Context: an optimization exercise on an open-source flow, tuned for a short achievable clock period and few clock cycles. The choices shown serve that exercise and are no tape-out recipe.
In this exercise RTL edits were held to simulation tests only and were not proved equivalent to the original.

==> flow/design.v, too long to show whole: its modules and the start of the top module <==
// module qcore: 389 lines
// module sq16_cs: 398 lines
// module mul16_cs: 742 lines
// module sum16_cs: 524 lines
module qcore #(
  parameter N = 4
) (
  input              clk,
  input              RESET,       
  input      [15:0]  CMD,
  input      [31:0]  DIN,
  input              CMD_VALID,
  output             READY,
  output reg [31:0]  DOUT,
  output reg         FAULT,
  output reg [3:0]   ERRCODE,
  output reg [15:0]  ERRCMD,
  output     [127:0] MOUT
);
  // ...
==> flow/flow/run.sh <==
#!/bin/bash
set -euo pipefail
bash standard.sh SETUP_SLACK_MARGIN=14.5 TNS_END_PERCENT=10 finish > standard.log 2>&1
==> flow/standard.sh <==
#!/bin/bash
# synth_recipe.tcl (not shown) runs the flow's synth.tcl, then flattens the netlist and writes it again
# the make line also repeats each setting of config.mk as NAME=value (left out here)
make -C /OpenROAD-flow-scripts/flow DESIGN_CONFIG=/design/flow/config.mk WORK_HOME=/design/flow/orfs CLKGATE_MAP_FILE= SYNTH_SCRIPT=/design/flow/synth_recipe.tcl "${@:-finish}"
==> flow/config.mk <==
export PLATFORM = sky130hd
export DESIGN_NAME = qcore
export DESIGN_NICKNAME = qcore
export VERILOG_FILES = /design/flow/design.v
export SDC_FILE = /design/flow/constraint.sdc
export NUM_CORES = 4
export LEC_CHECK = 0
export CAP_MARGIN = 20
export CORE_MARGIN = 2
export CORE_UTILIZATION = 30
export SETUP_SLACK_MARGIN = 0.5
export SLEW_MARGIN = 20
==> flow/constraint.sdc <==
create_clock -name core_clock -period 19.0 [get_ports {clk}]
set_input_delay 3.8000 -clock core_clock [delete_from_list [all_inputs] [get_ports {clk}]]
set_output_delay 3.8000 -clock core_clock [all_outputs]
set_load 0.01 [all_outputs]
==> results.py, run 1 <==
metrics = {
    "clock_network": {
        "cts_sinks": 2404,
        "cts_inserted_buffers": 403,
        "cts-htree-levels": 5,
        "cts_hold_buf": 0,
        "root_buffer": "clkbuf_16",
    },
    "logic_synthesis": {
        "yosys_register_bits": 2404,
        "ys_top_cells_by_area": "fa_1 26%, ha_1 15%, inv_1 7.4%",
        "synth_simple_gate_area_share_pct": 14.6,
        "synth_compound_area_share_pct": 17.5,
        "ys_types": 130,
        "synth_commonest_cells": "11616 x inv_1, 7766 x fa_1, 6865 x ha_1",
        "yosysMostFrequentCell": "inv_1",
        "yosys.area.top_type": "fa_1",
        "synthArstFlopShare_pct": 0,
        "synth.area.mux_share_pct": 2.68,
        "synth-adder-area-share_pct": 41.0,
    },
    "status": {
        "outcome": "aborted with a tool error",
        "error_line": "[ERROR GRT-0232] Routing congestion too high. Check the congestion heatmap in the GUI.",
        "stop_stage": "global routing",
    },
    "placed_design": {
        "port_buffers": 231,
        "gp_congestion": 1.30,
        "dpl_cell_area_mm2": 0.647,
        "place_inst": 98920,
    },
    "global_route": {
        "grt_max_degree": 111,
        "busiest_layer": "met2",
        "grt_overflow": 5,
        "grt_use_met3_pct": 36.8,
        "use_met2_pct": 61.9,
        "grtUsageTotal_pct": 50.7,
    },
    "floorplanning": {
        "num_rows": 515,
        "fp.dieW_mm": 1.41,
    },
}
Testbench counts, summed over its fixed seeds: cycles 34,025.
==> module qcore, before the edit <==
module qcore #(
  parameter N = 4
) (
  input              clk,
  input              RESET,       
  input      [15:0]  CMD,
  input      [31:0]  DIN,
  input              CMD_VALID,
  output             READY,
  output reg [31:0]  DOUT,
  output reg         FAULT,
  output reg [3:0]   ERRCODE,
  output reg [15:0]  ERRCMD,
  output     [127:0] MOUT
);
  function [15:0] sat16(input signed [17:0] x);
    if (x > 18'sd32767)       sat16 = 16'h7FFF;
    else if (x < -18'sd32768) sat16 = 16'h8000;
    else                      sat16 = x[15:0];
  endfunction
  function [15:0] q_add(input [15:0] a, input [15:0] b);
    q_add = sat16($signed({{2{a[15]}}, a}) + $signed({{2{b[15]}}, b}));
  endfunction
  function [15:0] q_sub(input [15:0] a, input [15:0] b);
    q_sub = sat16($signed({{2{a[15]}}, a}) - $signed({{2{b[15]}}, b}));
  endfunction
  function [15:0] q_neg(input [15:0] a);
    q_neg = sat16(-$signed({{2{a[15]}}, a}));
  endfunction
  function [15:0] q_mul(input [15:0] a, input [15:0] b);
    reg signed [31:0] p;
    begin
      p = $signed(a) * $signed(b);
      q_mul = sat16({p[31], p[31:15]});
    end
  endfunction
  function [31:0] c_add(input [31:0] x, input [31:0] y);
    c_add = {q_add(x[31:16], y[31:16]), q_add(x[15:0], y[15:0])};
  endfunction
  function [31:0] c_mul(input [31:0] x, input [31:0] y);
    c_mul = {q_sub(q_mul(x[31:16], y[31:16]), q_mul(x[15:0], y[15:0])),
             q_add(q_mul(x[31:16], y[15:0]),  q_mul(x[15:0], y[31:16]))};
  endfunction
  function [16:0] sq15(input [15:0] a);
    reg signed [31:0] p;
    begin
      p = $signed(a) * $signed(a);
      sq15 = p[31:15];
    end
  endfunction
  function [15:0] m7(input [15:0] x);        
    if (x == 16'h8000)   m7 = 16'h8001;
    else if (!x[15] && x != 16'h0000) m7 = x - 16'd1;
    else                 m7 = x;
  endfunction
  function [15:0] ng(input [15:0] x);        
    ng = (x == 16'h8000) ? 16'h7FFF : (16'h0000 - x);
  endfunction
  function [15:0] fixm(input [15:0] x);      
    fixm = (x == 16'h8000) ? 16'h8001 : x;
  endfunction
  function [16:0] hp(input [15:0] x);        
    reg [30:0] e, q;
    begin
      e  = {{15{x[15]}}, x};
      q  = (e << 14) + (e << 12) + (e << 11) + (e << 9) + (e << 7) + (e << 1);
      hp = {q[30], q[30:15]};
    end
  endfunction
  function [16:0] hn(input [15:0] x);        
    hn = ~hp(x) + {16'd0, x[13:0] == 14'd0};
  endfunction
  function [16:0] hf(input [15:0] x);        
    hf = {x[15], x[15], x[15:1]};
  endfunction
  function [16:0] hg(input [15:0] x);        
    reg [16:0] nx;
    begin
      nx = 17'd0 - {x[15], x};
      hg = {nx[16], nx[16:1]};
    end
  endfunction
  function [15:0] s17(input [16:0] x);       
    s17 = (x[16] == x[15]) ? x[15:0] : (x[16] ? 16'h8000 : 16'h7FFF);
  endfunction
  function gate_ok(input [3:0] g);
    gate_ok = (g == 4'd0) || (g == 4'd1) || (g == 4'd2) ||
              (g == 4'd5) || (g == 4'd6) || (g == 4'd7);
  endfunction
  function [31:0] gate_entry(input [3:0] g, input r, input c);
    case (g)
      4'd0: gate_entry = (r != c) ? 32'h7FFF0000 : 32'h00000000;                
      4'd1: gate_entry = (r != c) ? 32'h00000000 :
                         (r ? 32'h80000000 : 32'h7FFF0000);                      
      4'd2: gate_entry = (r & c) ? 32'hA57E0000 : 32'h5A820000;                  
      4'd5: gate_entry = (r == c) ? 32'h00000000 :
                         (r ? 32'h00007FFF : 32'h00008000);                      
      4'd6: gate_entry = (r == c) ? 32'h40004000 : 32'h4000C000;                 
      4'd7: gate_entry = (r == c) ? 32'h4000C000 : 32'h40004000;                 
      default: gate_entry = 32'h00000000;
    endcase
  endfunction
  function [15:0] nm7(input [15:0] x);       
    if (x == 16'h8000)                nm7 = 16'h7FFF;
    else if (!x[15] && x != 16'h0000) nm7 = 16'h0001 - x;
    else                              nm7 = 16'h0000 - x;
  endfunction
  function [15:0] s18(input [17:0] x);       
    if (!x[17] && x[16:15] != 2'b00)     s18 = 16'h7FFF;
    else if (x[17] && x[16:15] != 2'b11) s18 = 16'h8000;
    else                                 s18 = x[15:0];
  endfunction
  function [17:0] h18(input [15:0] x);       
    h18 = {{3{x[15]}}, x[15:1]};
  endfunction
  function [15:0] qm(input [31:0] p);        
    qm = sat16({p[31], p[31:15]});
  endfunction
  reg [31:0] amp [0:15];
  reg [31:0] ca, cb;
  reg [15:0] zp [0:3];
  reg [15:0] op [0:3];
  reg        pend_g;                
  reg        ph;                    
  reg        pend_z;                
  reg [15:0] pend_w;                
  reg [31:0] wdata;
  reg [15:0] pmask;                 
  reg [5:0]  pg [0:15];             
  reg [3:0]  pt [0:15];             
  reg [15:0] pside;                 
  reg        rdy;                   
  reg [1:0]  rc;                    
  reg        cst;                   
  reg        cst_mag;               
  reg        rdst;                  
  reg [3:0]  rd_i;
  reg        ca_new, cb_new;        
  reg [33:0] hp_r [0:15];           
  reg [33:0] sq_r [0:15];           
  reg [31:0] cm_s [0:3];            
  reg [31:0] cm_c [0:3];
  reg [31:0] cg_s [0:1];            
  reg [31:0] cg_c [0:1];
  assign READY = rdy;
  genvar gk;
  generate
    for (gk = 0; gk < 4; gk = gk + 1) begin : g_mout
      assign MOUT[32*gk +: 32] = {zp[gk], op[gk]};
    end
  endgenerate
  wire [3:0] opc = CMD[15:12];
  wire [3:0] f2  = CMD[11:8];
  wire [3:0] f1  = CMD[7:4];
  wire [3:0] f0  = CMD[3:0];
  reg [3:0] dec_code;
  always @* begin
    dec_code = 4'd0;
    if (opc == 4'hF)
      dec_code = 4'd1;
    else if (((opc == 4'h0 || opc == 4'h1 || opc == 4'h4 || opc == 4'h8 || opc == 4'h9 ||
               opc == 4'hA || opc == 4'hB || opc == 4'hC || opc == 4'hD) && CMD[11:0] != 12'd0) ||
             (opc == 4'h2 && f1 != 4'd0) ||
             ((opc == 4'h5 || opc == 4'h6 || opc == 4'h7) && CMD[11:4] != 8'd0) ||
             (opc == 4'hE && (f1 != 4'd0 || f0[3:2] != 2'd0)))
      dec_code = 4'd2;
    else if ((opc == 4'h2 || opc == 4'h3 || opc == 4'hE) && !gate_ok(f2))
      dec_code = 4'd3;
    else if (((opc == 4'h2 || opc == 4'h3 || opc == 4'h5) && f0 >= 4) ||
             (opc == 4'h3 && f1 >= 4))
      dec_code = 4'd4;
    else if (opc == 4'h3 && f1 == f0)
      dec_code = 4'd5;
  end
  reg legal;
  always @* begin
    case (opc)
      4'h2:    legal = f1 == 4'd0 && gate_ok(f2) && f0[3:2] == 2'd0;
      4'h3:    legal = gate_ok(f2) && f0[3:2] == 2'd0 && f1[3:2] == 2'd0 && f1[1:0] != f0[1:0];
      4'h5:    legal = CMD[11:4] == 8'd0 && f0[3:2] == 2'd0;
      4'h6,
      4'h7:    legal = CMD[11:4] == 8'd0;
      4'hE:    legal = f1 == 4'd0 && f0[3:2] == 2'd0 && gate_ok(f2);
      4'hF:    legal = 1'b0;
      default: legal = CMD[11:0] == 12'd0;
    endcase
  end
  wire acc_raw = CMD_VALID && rdy;                    
  wire exec    = acc_raw && !RESET && !FAULT && legal;
  wire is_gate = opc[3:1] == 3'b001;
  wire amp_wr  = (pend_g && !ph) || pend_z || (pend_w != 16'd0);    
  wire [31:0] a_m7  [0:15];
  wire [31:0] a_ng  [0:15];
  wire [1:0]  a_z   [0:15];         
  wire [31:0] res   [0:15];
  genvar gi;
  generate
    for (gi = 0; gi < 16; gi = gi + 1) begin : g_pre
      wire [15:0] r = amp[gi][31:16], m = amp[gi][15:0];
      assign a_m7[gi]  = {m7(r), m7(m)};
      assign a_ng[gi]  = {ng(r), ng(m)};
      assign a_z[gi]   = {r[13:0] == 14'd0, m[13:0] == 14'd0};
    end
    for (gi = 0; gi < 16; gi = gi + 1) begin : g_app
      localparam integer P0 = gi ^ 1, P1 = gi ^ 2, P2 = gi ^ 4, P3 = gi ^ 8;
      wire        side  = pside[gi];
      wire [3:0]  t     = pt[gi];
      wire [5:0]  g     = pg[gi];
      wire [31:0] p_a   = t[0] ? amp[P0]   : t[1] ? amp[P1]   : t[2] ? amp[P2]   : amp[P3];
      wire [31:0] p_m7  = {m7(p_a[31:16]), m7(p_a[15:0])};
      wire [31:0] p_nm7 = {nm7(p_a[31:16]), nm7(p_a[15:0])};
      wire [31:0] p_ng  = {ng(p_a[31:16]), ng(p_a[15:0])};
      wire [33:0] p_hp  = t[0] ? hp_r[P0]  : t[1] ? hp_r[P1]  : t[2] ? hp_r[P2]  : hp_r[P3];
      wire [15:0] sr = amp[gi][31:16], si = amp[gi][15:0];
      wire [15:0] pr = p_a[31:16],     pi = p_a[15:0];
      wire [33:0] h_s   = side ? ~hp_r[gi] : hp_r[gi];
      wire [16:0] h_r   = h_s[33:17] + p_hp[33:17] + {16'd0, side & a_z[gi][1]};
      wire [16:0] h_i   = h_s[16:0]  + p_hp[16:0]  + {16'd0, side & a_z[gi][0]};
      wire [17:0] sx_r  = h18(sr) + ~h18(si) + h18(pr) + h18(pi) + {16'd0, 1'b0, pi[0]} + 18'd1;
      wire [17:0] sx_i  = h18(sr) + h18(si) + h18(pi) + ~h18(pr) + {17'd0, !pr[0]};
      wire [17:0] sxd_r = h18(sr) + h18(si) + h18(pr) + ~h18(pi) + {17'd0, si[0]} + 18'd1;
      wire [17:0] sxd_i = h18(si) + ~h18(sr) + h18(pr) + h18(pi) + {17'd0, !sr[0]};
      wire [31:0] v_h   = {s17(h_r), s17(h_i)};
      wire [31:0] v_sx  = {s18(sx_r), s18(sx_i)};
      wire [31:0] v_sxd = {s18(sxd_r), s18(sxd_i)};
      wire [31:0] v_y   = side ? {p_nm7[15:0], p_m7[31:16]} : {fixm(pi), p_ng[31:16]};
      wire [31:0] v_z   = side ? a_ng[gi] : a_m7[gi];
      assign res[gi] = ({32{g[0]}} & p_m7) | ({32{g[1]}} & v_z) | ({32{g[2]}} & v_h) |
                       ({32{g[3]}} & v_y)  | ({32{g[4]}} & v_sx) | ({32{g[5]}} & v_sxd);
    end
  endgenerate
  wire [31:0] sq_s [0:31];
  wire [31:0] sq_c [0:31];
  wire [31:0] mu_s [0:3];
  wire [31:0] mu_c [0:3];
  wire [31:0] gq_s [0:1];
  wire [31:0] gq_c [0:1];
  generate
    for (gi = 0; gi < 16; gi = gi + 1) begin : g_sq
      sq16_cs u_r (.x(amp[gi][31:16]), .s(sq_s[2*gi]),   .c(sq_c[2*gi]));
      sq16_cs u_i (.x(amp[gi][15:0]),  .s(sq_s[2*gi+1]), .c(sq_c[2*gi+1]));
    end
  endgenerate
  mul16_cs u_m0 (.x(ca[31:16]), .y(cb[31:16]), .s(mu_s[0]), .c(mu_c[0]));
  mul16_cs u_m1 (.x(ca[15:0]),  .y(cb[15:0]),  .s(mu_s[1]), .c(mu_c[1]));
  mul16_cs u_m2 (.x(ca[31:16]), .y(cb[15:0]),  .s(mu_s[2]), .c(mu_c[2]));
  mul16_cs u_m3 (.x(ca[15:0]),  .y(cb[31:16]), .s(mu_s[3]), .c(mu_c[3]));
  sq16_cs  u_g0 (.x(ca[31:16]), .s(gq_s[0]), .c(gq_c[0]));
  sq16_cs  u_g1 (.x(ca[15:0]),  .s(gq_s[1]), .c(gq_c[1]));
  wire [31:0] pm0 = cm_s[0] + cm_c[0];
  wire [31:0] pm1 = cm_s[1] + cm_c[1];
  wire [31:0] pm2 = cm_s[2] + cm_c[2];
  wire [31:0] pm3 = cm_s[3] + cm_c[3];
  wire [31:0] pq0 = cg_s[0] + cg_c[0];
  wire [31:0] pq1 = cg_s[1] + cg_c[1];
  wire [31:0] cmul_v = {q_sub(qm(pm0), qm(pm1)), q_add(qm(pm2), qm(pm3))};
  wire [31:0] cmag_v = {q_add(qm(pq0), qm(pq1)), 16'h0000};
  wire [19:0] zs [0:3];
  wire [19:0] os [0:3];
  generate
    for (gk = 0; gk < 4; gk = gk + 1) begin : g_red
      wire [271:0] zv, ov;
      wire [20:0]  z_s, z_c, o_s, o_c;
      genvar gj;
      for (gj = 0; gj < 8; gj = gj + 1) begin : g_sel
        localparam integer IZ = ((gj >> gk) << (gk + 1)) | (gj & ((1 << gk) - 1));
        localparam integer IO = IZ | (1 << gk);
        assign zv[34*gj +: 34] = sq_r[IZ];
        assign ov[34*gj +: 34] = sq_r[IO];
      end
      sum16_cs u_z (.v(zv), .s(z_s), .c(z_c));
      sum16_cs u_o (.v(ov), .s(o_s), .c(o_c));
      wire [20:0] zt = z_s + z_c;
      wire [20:0] ot = o_s + o_c;
      assign zs[gk] = zt[19:0];
      assign os[gk] = ot[19:0];
    end
  endgenerate
  function [15:0] cap(input [19:0] x);
    cap = (x > 20'd32767) ? 16'h7FFF : x[15:0];
  endfunction
  reg [31:0] dout_v;
  reg        dout_en;
  always @* begin
    case (opc)
      4'h5:    dout_v = (f0[1:0] == 2'd0) ? {zp[0], op[0]} : (f0[1:0] == 2'd1) ? {zp[1], op[1]} :
                        (f0[1:0] == 2'd2) ? {zp[2], op[2]} : {zp[3], op[3]};
      4'h6:    dout_v = amp[f0];
      4'hA:    dout_v = c_add(ca, cb);
      4'hB:    dout_v = cmul_v;
      4'hC:    dout_v = {ca[31:16], q_neg(ca[15:0])};
      4'hD:    dout_v = cmag_v;
      default: dout_v = gate_entry(f2, f0[1], f0[0]);
    endcase
    case (opc)
      4'h5, 4'hA, 4'hC, 4'hE: dout_en = 1'b1;
      4'h6:    dout_en = !amp_wr;
      4'hB:    dout_en = !(ca_new || cb_new);
      4'hD:    dout_en = !ca_new;
      default: dout_en = 1'b0;
    endcase
  end
  wire [5:0] g_hot = {f2 == 4'd7, f2 == 4'd6, f2 == 4'd5, f2 == 4'd2, f2 == 4'd1, f2 == 4'd0};
  wire [3:0] t_hot = {f0[1:0] == 2'd3, f0[1:0] == 2'd2, f0[1:0] == 2'd1, f0[1:0] == 2'd0};
  reg [31:0] t0, t1;
  reg [1:0]  rc_n;
  reg        cst_n, ph_n, rdst_n;
  integer k, i;
  always @* begin
    rc_n   = (rc != 2'd0) ? rc - 2'd1 : (exec && opc == 4'h4) ? (amp_wr ? 2'd2 : 2'd1) : 2'd0;
    cst_n  = exec && ((opc == 4'hB && (ca_new || cb_new)) || (opc == 4'hD && ca_new));
    ph_n   = exec && is_gate && f2 == 4'd2 && amp_wr;
    rdst_n = exec && opc == 4'h6 && amp_wr;
    if (RESET) begin
      rc_n = 2'd0; cst_n = 1'b0; ph_n = 1'b0; rdst_n = 1'b0;
    end
  end
  always @(posedge clk) begin
    for (i = 0; i < 16; i = i + 1) begin
      hp_r[i] <= {hp(amp[i][31:16]), hp(amp[i][15:0])};
      t0 = sq_s[2*i]   + sq_c[2*i];
      t1 = sq_s[2*i+1] + sq_c[2*i+1];
      sq_r[i] <= {t0[31:15], t1[31:15]};
    end
    for (i = 0; i < 4; i = i + 1) begin
      cm_s[i] <= mu_s[i];
      cm_c[i] <= mu_c[i];
    end
    for (i = 0; i < 2; i = i + 1) begin
      cg_s[i] <= gq_s[i];
      cg_c[i] <= gq_c[i];
    end
    for (i = 0; i < 16; i = i + 1) begin
      if (pend_z)
        amp[i] <= (i == 0) ? 32'h7FFF0000 : 32'h00000000;
      else if (pend_w[i])
        amp[i] <= wdata;
      else if (pend_g && !ph && pmask[i])
        amp[i] <= res[i];
    end
    pend_z <= acc_raw && opc == 4'h1;
    for (i = 0; i < 16; i = i + 1)
      pend_w[i] <= acc_raw && opc == 4'h7 && f0 == i;
    wdata <= DIN;
    if (acc_raw && is_gate) begin
      pend_g <= 1'b1;
      for (i = 0; i < 16; i = i + 1) begin
        pmask[i] <= !opc[0] || i[f1[1:0]];
        pg[i]    <= (!opc[0] || i[f1[1:0]]) ? g_hot : 6'd0;
        pt[i]    <= (!opc[0] || i[f1[1:0]]) ? t_hot : 4'd0;
        pside[i] <= i[f0[1:0]];
      end
    end else if (!ph)
      pend_g <= 1'b0;
    ph <= ph_n;
    ca_new <= acc_raw && opc == 4'h8;
    cb_new <= acc_raw && opc == 4'h9;
    if (acc_raw && opc == 4'h8) ca <= DIN;
    if (acc_raw && opc == 4'h9) cb <= DIN;
    if (exec && dout_en) DOUT <= dout_v;
    if (cst)  DOUT <= cst_mag ? cmag_v : cmul_v;
    if (rdst) DOUT <= amp[rd_i];
    rc      <= rc_n;
    cst     <= cst_n;
    rdst    <= rdst_n;
    rdy     <= !(rc_n != 2'd0 || cst_n || ph_n || rdst_n);
    rd_i    <= f0;
    cst_mag <= opc == 4'hD;
    if (rc == 2'd1)
      for (k = 0; k < 4; k = k + 1) begin
        zp[k] <= cap(zs[k]);
        op[k] <= cap(os[k]);
      end
    if (RESET) begin
      pend_g  <= 1'b0;
      pend_z  <= 1'b0;
      pend_w  <= 16'd0;
      ca_new  <= 1'b1;
      cb_new  <= 1'b1;
      FAULT   <= 1'b0;
      ERRCODE <= 4'd0;
      ERRCMD  <= 16'd0;
    end else if (acc_raw && !FAULT && !legal) begin
      FAULT   <= 1'b1;
      ERRCODE <= dec_code;
      ERRCMD  <= CMD;
    end
  end
endmodule
==> run 2: changes to the inputs <==
==> flow/design.v (replaced) <==
module qcore #(
  parameter N = 4
) (
  input              clk,
  input              RESET,       
  input      [15:0]  CMD,
  input      [31:0]  DIN,
  input              CMD_VALID,
  output             READY,
  output reg [31:0]  DOUT,
  output reg         FAULT,
  output reg [3:0]   ERRCODE,
  output reg [15:0]  ERRCMD,
  output     [32*N-1:0] MOUT
);
  localparam SLEN  = 1 << N;         
  localparam NPAIR = 1 << (N - 1);   
  function [15:0] sat16(input signed [17:0] x);
    if (x > 18'sd32767)       sat16 = 16'h7FFF;
    else if (x < -18'sd32768) sat16 = 16'h8000;
    else                      sat16 = x[15:0];
  endfunction
  function [15:0] q_add(input [15:0] a, input [15:0] b);
    q_add = sat16($signed({{2{a[15]}}, a}) + $signed({{2{b[15]}}, b}));
  endfunction
  function [15:0] q_sub(input [15:0] a, input [15:0] b);
    q_sub = sat16($signed({{2{a[15]}}, a}) - $signed({{2{b[15]}}, b}));
  endfunction
  function [15:0] q_neg(input [15:0] a);
    q_neg = sat16(-$signed({{2{a[15]}}, a}));
  endfunction
  function [15:0] q_mul(input [15:0] a, input [15:0] b);
    reg signed [31:0] p;
    begin
      p = $signed(a) * $signed(b);
      q_mul = sat16({p[31], p[31:15]});
    end
  endfunction
  function [31:0] c_add(input [31:0] x, input [31:0] y);
    c_add = {q_add(x[31:16], y[31:16]), q_add(x[15:0], y[15:0])};
  endfunction
  function [31:0] c_mul(input [31:0] x, input [31:0] y);
    c_mul = {q_sub(q_mul(x[31:16], y[31:16]), q_mul(x[15:0], y[15:0])),
             q_add(q_mul(x[31:16], y[15:0]),  q_mul(x[15:0], y[31:16]))};
  endfunction
  function [15:0] c_magsq(input [31:0] x);
    c_magsq = q_add(q_mul(x[31:16], x[31:16]), q_mul(x[15:0], x[15:0]));
  endfunction
  function gate_ok(input [3:0] g);
    gate_ok = (g == 4'd0) || (g == 4'd1) || (g == 4'd2) ||
              (g == 4'd5) || (g == 4'd6) || (g == 4'd7);
  endfunction
  function [31:0] gate_entry(input [3:0] g, input r, input c);
    case (g)
      4'd0: gate_entry = (r != c) ? 32'h7FFF0000 : 32'h00000000;                
      4'd1: gate_entry = (r != c) ? 32'h00000000 :
                         (r ? 32'h80000000 : 32'h7FFF0000);                      
      4'd2: gate_entry = (r & c) ? 32'hA57E0000 : 32'h5A820000;                  
      4'd5: gate_entry = (r == c) ? 32'h00000000 :
                         (r ? 32'h00007FFF : 32'h00008000);                      
      4'd6: gate_entry = (r == c) ? 32'h40004000 : 32'h4000C000;                 
      4'd7: gate_entry = (r == c) ? 32'h4000C000 : 32'h40004000;                 
      default: gate_entry = 32'h00000000;
    endcase
  endfunction
  reg [31:0] amp [0:SLEN-1];
  reg [31:0] ca, cb;
  reg [15:0] zp [0:N-1];
  reg [15:0] op [0:N-1];
  localparam S_IDLE = 2'd0, S_APPLY = 2'd1, S_REDUCE = 2'd2;
  reg [1:0]   state;
  reg [N-1:0] cnt;         
  reg [3:0]   a_gsel, a_targ, a_ctrl;
  reg         a_useCtrl;
  reg [15:0]  zacc [0:N-1];
  reg [15:0]  oacc [0:N-1];
  assign READY = (state == S_IDLE);
  genvar gk;
  generate
    for (gk = 0; gk < N; gk = gk + 1) begin : g_mout
      assign MOUT[32*gk +: 32] = {zp[gk], op[gk]};
    end
  endgenerate
  wire [3:0] opc = CMD[15:12];
  wire [3:0] f2  = CMD[11:8];
  wire [3:0] f1  = CMD[7:4];
  wire [3:0] f0  = CMD[3:0];
  reg [3:0] dec_code;
  always @* begin
    dec_code = 4'd0;
    if (opc == 4'hF)
      dec_code = 4'd1;
    else if (((opc == 4'h0 || opc == 4'h1 || opc == 4'h4 || opc == 4'h8 || opc == 4'h9 ||
               opc == 4'hA || opc == 4'hB || opc == 4'hC || opc == 4'hD) && CMD[11:0] != 12'd0) ||
             (opc == 4'h2 && f1 != 4'd0) ||
             ((opc == 4'h5 || opc == 4'h6 || opc == 4'h7) && CMD[11:4] != 8'd0) ||
             (opc == 4'hE && (f1 != 4'd0 || f0[3:2] != 2'd0)))
      dec_code = 4'd2;
    else if ((opc == 4'h2 || opc == 4'h3 || opc == 4'hE) && !gate_ok(f2))
      dec_code = 4'd3;
    else if (((opc == 4'h2 || opc == 4'h3 || opc == 4'h5) && f0 >= N) ||
             (opc == 4'h3 && f1 >= N))
      dec_code = 4'd4;
    else if (opc == 4'h3 && f1 == f0)
      dec_code = 4'd5;
    else if ((opc == 4'h6 || opc == 4'h7) && f0 >= SLEN)
      dec_code = 4'd6;
  end
  wire [N-1:0] p_low  = cnt & ((1 << a_targ) - 1);
  wire [N-1:0] p_high = cnt & ~((1 << a_targ) - 1);
  wire [N-1:0] i0     = (p_high << 1) | p_low;
  wire [N-1:0] i1     = i0 | (1 << a_targ);
  wire [31:0] s0 = amp[i0];
  wire [31:0] s1 = amp[i1];
  wire [31:0] new0 = c_add(c_mul(gate_entry(a_gsel, 1'b0, 1'b0), s0),
                           c_mul(gate_entry(a_gsel, 1'b0, 1'b1), s1));
  wire [31:0] new1 = c_add(c_mul(gate_entry(a_gsel, 1'b1, 1'b0), s0),
                           c_mul(gate_entry(a_gsel, 1'b1, 1'b1), s1));
  wire        pair_en = !a_useCtrl || i0[a_ctrl];
  wire [15:0] red_m = c_magsq(amp[cnt]);
  integer k;
  always @(posedge clk) begin
    if (RESET) begin
      state   <= S_IDLE;
      cnt     <= {N{1'b0}};
      FAULT   <= 1'b0;
      ERRCODE <= 4'd0;
      ERRCMD  <= 16'd0;
    end else begin
      case (state)
        S_IDLE: if (CMD_VALID && !FAULT) begin
          if (dec_code != 4'd0) begin
            FAULT   <= 1'b1;
            ERRCODE <= dec_code;
            ERRCMD  <= CMD;
          end else begin
            case (opc)
              4'h1: begin  
                for (k = 0; k < SLEN; k = k + 1)
                  amp[k] <= (k == 0) ? 32'h7FFF0000 : 32'h00000000;
              end
              4'h2, 4'h3: begin  
                a_gsel    <= f2;
                a_targ    <= f0;
                a_ctrl    <= f1;
                a_useCtrl <= (opc == 4'h3);
                cnt       <= {N{1'b0}};
                state     <= S_APPLY;
              end
              4'h4: begin  
                for (k = 0; k < N; k = k + 1) begin
                  zacc[k] <= 16'd0;
                  oacc[k] <= 16'd0;
                end
                cnt   <= {N{1'b0}};
                state <= S_REDUCE;
              end
              4'h5: DOUT <= {zp[f0], op[f0]};                     
              4'h6: DOUT <= amp[f0];                              
              4'h7: amp[f0] <= DIN;                               
              4'h8: ca <= DIN;                                    
              4'h9: cb <= DIN;                                    
              4'hA: DOUT <= c_add(ca, cb);                        
              4'hB: DOUT <= c_mul(ca, cb);                        
              4'hC: DOUT <= {ca[31:16], q_neg(ca[15:0])};         
              4'hD: DOUT <= {c_magsq(ca), 16'h0000};              
              4'hE: DOUT <= gate_entry(f2, f0[1], f0[0]);         
              default: ;                                          
            endcase
          end
        end
        S_APPLY: begin
          if (pair_en) begin
            amp[i0] <= new0;
            amp[i1] <= new1;
          end
          cnt <= cnt + 1'b1;
          if (cnt == NPAIR - 1) state <= S_IDLE;
        end
        S_REDUCE: begin
          for (k = 0; k < N; k = k + 1) begin
            if (cnt[k]) oacc[k] <= q_add(oacc[k], red_m);
            else        zacc[k] <= q_add(zacc[k], red_m);
          end
          cnt <= cnt + 1'b1;
          if (cnt == SLEN - 1) begin
            for (k = 0; k < N; k = k + 1) begin
              zp[k] <= cnt[k] ? zacc[k] : q_add(zacc[k], red_m);
              op[k] <= cnt[k] ? q_add(oacc[k], red_m) : oacc[k];
            end
            state <= S_IDLE;
          end
        end
        default: state <= S_IDLE;
      endcase
    end
  end
endmodule
==> flow/run.sh (new file) <==
#!/bin/bash
# synth_recipe.tcl (not shown) runs the flow's synth.tcl, then flattens the netlist and writes it again
# the make line also repeats each setting of config.mk as NAME=value (left out here)
make -C /OpenROAD-flow-scripts/flow DESIGN_CONFIG=/design/flow/config.mk WORK_HOME=/design/flow/orfs CLKGATE_MAP_FILE= SYNTH_SCRIPT=/design/flow/synth_recipe.tcl finish
--- a/flow/config.mk
+++ b/flow/config.mk
@@ -7,6 +7,6 @@
 export LEC_CHECK = 0
 export CAP_MARGIN = 20
 export CORE_MARGIN = 2
-export CORE_UTILIZATION = 30
-export SETUP_SLACK_MARGIN = 0.5
+export CORE_UTILIZATION = 40
+export SETUP_SLACK_MARGIN = 5
 export SLEW_MARGIN = 20
removed: flow/flow/run.sh
removed: flow/standard.sh
==> results.py, run 2 <==
metrics = {
    "logic_synthesis": {
        "synth_commonest_cells": "5413 x inv_1, 4002 x fa_1, 2554 x ha_1",
        "ys_seq_area_share_pct": 11.7,
        "synth_edf_count": 875,
        "synth_flop_cell": "edfxtp_1",
        "synthCells": 24580,
        "yosys.area.top_type": "fa_1",
        "yosys_register_bits": 905,
        "ys_types": 112,
        "yosysWarnings": 5,
        "synth_area_mm2": 0.229,
        "yosysTopAreaCellShare_pct": 35.0,
        "synthArstFlopShare_pct": 0,
        "ys_top_cells_by_area": "fa_1 35%, ha_1 14%, edfxtp_1 11%",
        "yosysMostFrequentCell": "inv_1",
        "synth_area_per_cell_um2": 9.32,
    },
    "timing": {
        "period_needed_ns": 16.24,
        "worstMarginPinSlew_ns": 1.37,
        "max_slew_margin_pct": 8.09,
        "setup_viol": 0,
        "hold_viol": 0,
        "fmax_mhz": 61.6,
        "fin_tns_setup_ns": 0,
        "finalCritPeriodShare_pct": 85.5,
        "clock_skew_ns": 0.0647,
        "rsz0062_at_grt": "true",
        "setup_ws_ns": 2.76,
        "drv_slew": 0,
    },
    "routing": {
        "routedWlPerCell_um": 25.3,
        "first_pass_iters": 12,
        "drt-total-wl_mm": 846,
        "drt-vias-per-instance": 5.65,
        "drc_errors": 0,
        "num_vias": 188675,
        "drt_iter0_markers": 19518,
        "ant_nets": 0,
    },
    "worst_setup_path": {
        "crit_top_cell": "a21oi_2",
        "timing.critical_path.slowest_stage_cell": "or4_4",
        "start_kind": "flop",
        "worstPathRequired_ns": 19.49,
        "critical_path_class": "reg -> reg",
        "critical_path_arrival_ns": 16.74,
        "cp_max_fo": 8,
        "max_stage_delay_ns": 0.60,
        "setup.worst_path.end_class": "flop",
    },
    "final_layout": {
        "multi_input_area_mm2": 0.190,
        "final_common_cell": "inv_1",
        "final_cell_mix": "5287 x inv_1, 3913 x fa_1, 2462 x ha_1",
        "num-fill-cells": 52561,
        "area_growth_pct": 18.7,
        "regArea_mm2": 0.0269,
        "drive_above_1_share_pct": 17.5,
        "nets": 32363,
        "regMostFlops": "amp",
        "largest_reg_flops": 512,
    },
    "floorplanning": {
        "coreArea_mm2": 0.570,
        "die_y_um": 761,
        "fp.dieW_um": 761,
        "num_rows": 277,
        "dieArea_mm2": 0.579,
        "num_io_pins": 233,
        "initial_core_util_pct": 40.2,
    },
    "clock_network": {
        "root_buffer": "clkbuf_16",
        "clockBufferDepth": 3,
        "clk_pin_slew_ns": 0.06,
        "cts_inserted_buffers": 100,
        "cts-htree-levels": 3,
        "cts_sinks": 905,
        "cts_tree": "yes",
        "clk-insertion-delay-late_ns": 0.81,
    },
    "global_route": {
        "antenna_found_initial": 48,
        "grt_pass1_vias": 192861,
        "grt_max_degree": 129,
        "grtUsageTotal_pct": 28.7,
        "grt_overflow": 0,
        "grt_pass1_wl_mm": 1250,
    },
    "placed_design": {
        "dpl_worst_slack_ns": 0.614,
        "port_buffers": 231,
        "gp_congestion": 0.995,
        "hpwlAfterDp_mm": 623,
    },
    "status": {
        "outcome": "complete, no violations",
    },
    "flow_run": {
        "cap_violations": 0,
    },
    "min_path": {
        "hold_path_class": "reg -> reg",
    },
}
## run 2: cell count changes after synthesis, moves of 1268 or more
cell      delta
inv_1     -6203
nor2_1    -5396
ha_1      -4311
fa_1      -3764
o21ai_0   -3192
a21oi_1   -3083
nand2_1   -2674
dfxtp_1   -1977
xnor2_1   -1883
clkbuf_1  -1758
nor3_1    -1268
## run 2: area by class of cell
type | count | share of cell area [%]
clock inverter | 67 | 0.241
timing repair buffer | 2087 | 8.08
clock buffer | 118 | 0.945
multi-input combinational | 17223 | 69.8
sequential | 905 | 9.89
tap | 7533 | 3.46
antenna | 23 | 0.0212
inverter | 5438 | 7.55
timing repair inverter | 1 | 0.00322
## run 2: timing repair
item / in CTS / in global routing
gates resized for setup: 1867 / 770
hold buffers: 0 / 0
hold endpoints to repair: 0 / 0
cloned: 86 / 6
setup endpoints to repair: 768 / 787
setup buffers: 957 / 279
pin swaps: 826 / 536
## run 2: logic make-up (layout without fill, tap and decap cells)
group                    count (synthesis)  in the layout  synth area share, %
AO/OA/AOI/OAI                         3787           3803                 10.3
XOR/XNOR                               949            951                 3.63
adder cells (fa/ha/maj)               6622           6622                 49.2
buffers and inverters                 6480           7711                 10.7
flip-flops                             905            905                 11.7
multiplexers                           447            448                 3.63
other                                    2             30              0.00328
AND/OR/NAND/NOR                       5388           5392                 10.8
## run 2: per-stage QoR
step / cell area [µm²] / util (%) / std cells / hold WS, ns
2_1_floorplan: 233000 / - / 24585 / 0.449
3_3_place_gp: 244000 / 42.8 / 31849 / 0.447
5_1_grt: 272000 / 47.7 / 33378 / 0.495
4_1_cts: 266000 / 46.6 / 33082 / 0.463
3_5_place_dp: 244000 / 42.8 / 31854 / 0.450
6_report: 272000 / 47.7 / 33395 / 0.461
## run 2: final timing paths
kind                            depth (start not counted)        from          to  slack (ns)
worst max-delay path                                   78   a_targ[3]  amp[0][25]        2.76
worst min-delay path                                    2  ERRCODE[0]  ERRCODE[0]        0.46
worst max register to register                         78   a_targ[3]  amp[0][25]        2.76
worst min register to register                          2  ERRCODE[0]  ERRCODE[0]        0.46
## run 2: metal layers
metal  track usage, %  wire length, µm
met2             43.9           366000
met5           0.0328              419
met4             14.8            59200
met1             37.1           326000
met3             7.99            93700
## run 2: critical path: cells and delay by family, from the launching register on
| family | cells | cell delay [ns] |
|---|---|---|
| buffers and inverters | 18 | 1.94 |
| muxes | 1 | 0.31 |
| AOI/OAI and AO/OA | 33 | 5.89 |
| DFF | 1 | 0.42 |
| xor gates and xnor gates | 2 | 0.21 |
| and+or+nand+nor | 12 | 2.54 |
| adders and majority gates | 12 | 4.61 |
Testbench counts of run 2, summed over its fixed seeds: cycles 113,544.

==> static timing again, ports no longer ideal <==
No port has a modelled driver above. Below, the same layout with a new extraction and two added sets of constraints.
Step 1 (the two cells are an assumption about what drives the block):
set clk [get_ports {clk}]
set_driving_cell -lib_cell sky130_fd_sc_hd__clkbuf_16 $clk
set_driving_cell -lib_cell sky130_fd_sc_hd__buf_2 [delete_from_list [all_inputs] $clk]
Step 2 also shifts input and output timing later by t, the mid clock arrival at the registers, as if the neighbouring blocks saw the same clock.
a / b / c = ideal / step 1 / step 2; a / b = the first two.
run: run 2
shift t [ns]: 0.902
setup WS [ns]: 2.757 / 2.757 / 2.757
worst setup path after step 2: register to register
After both steps setup and hold are still met in run 2. For run 2, drivers alone change the setup slack by 0.000 ns; drivers and shift together by 0.000 ns.
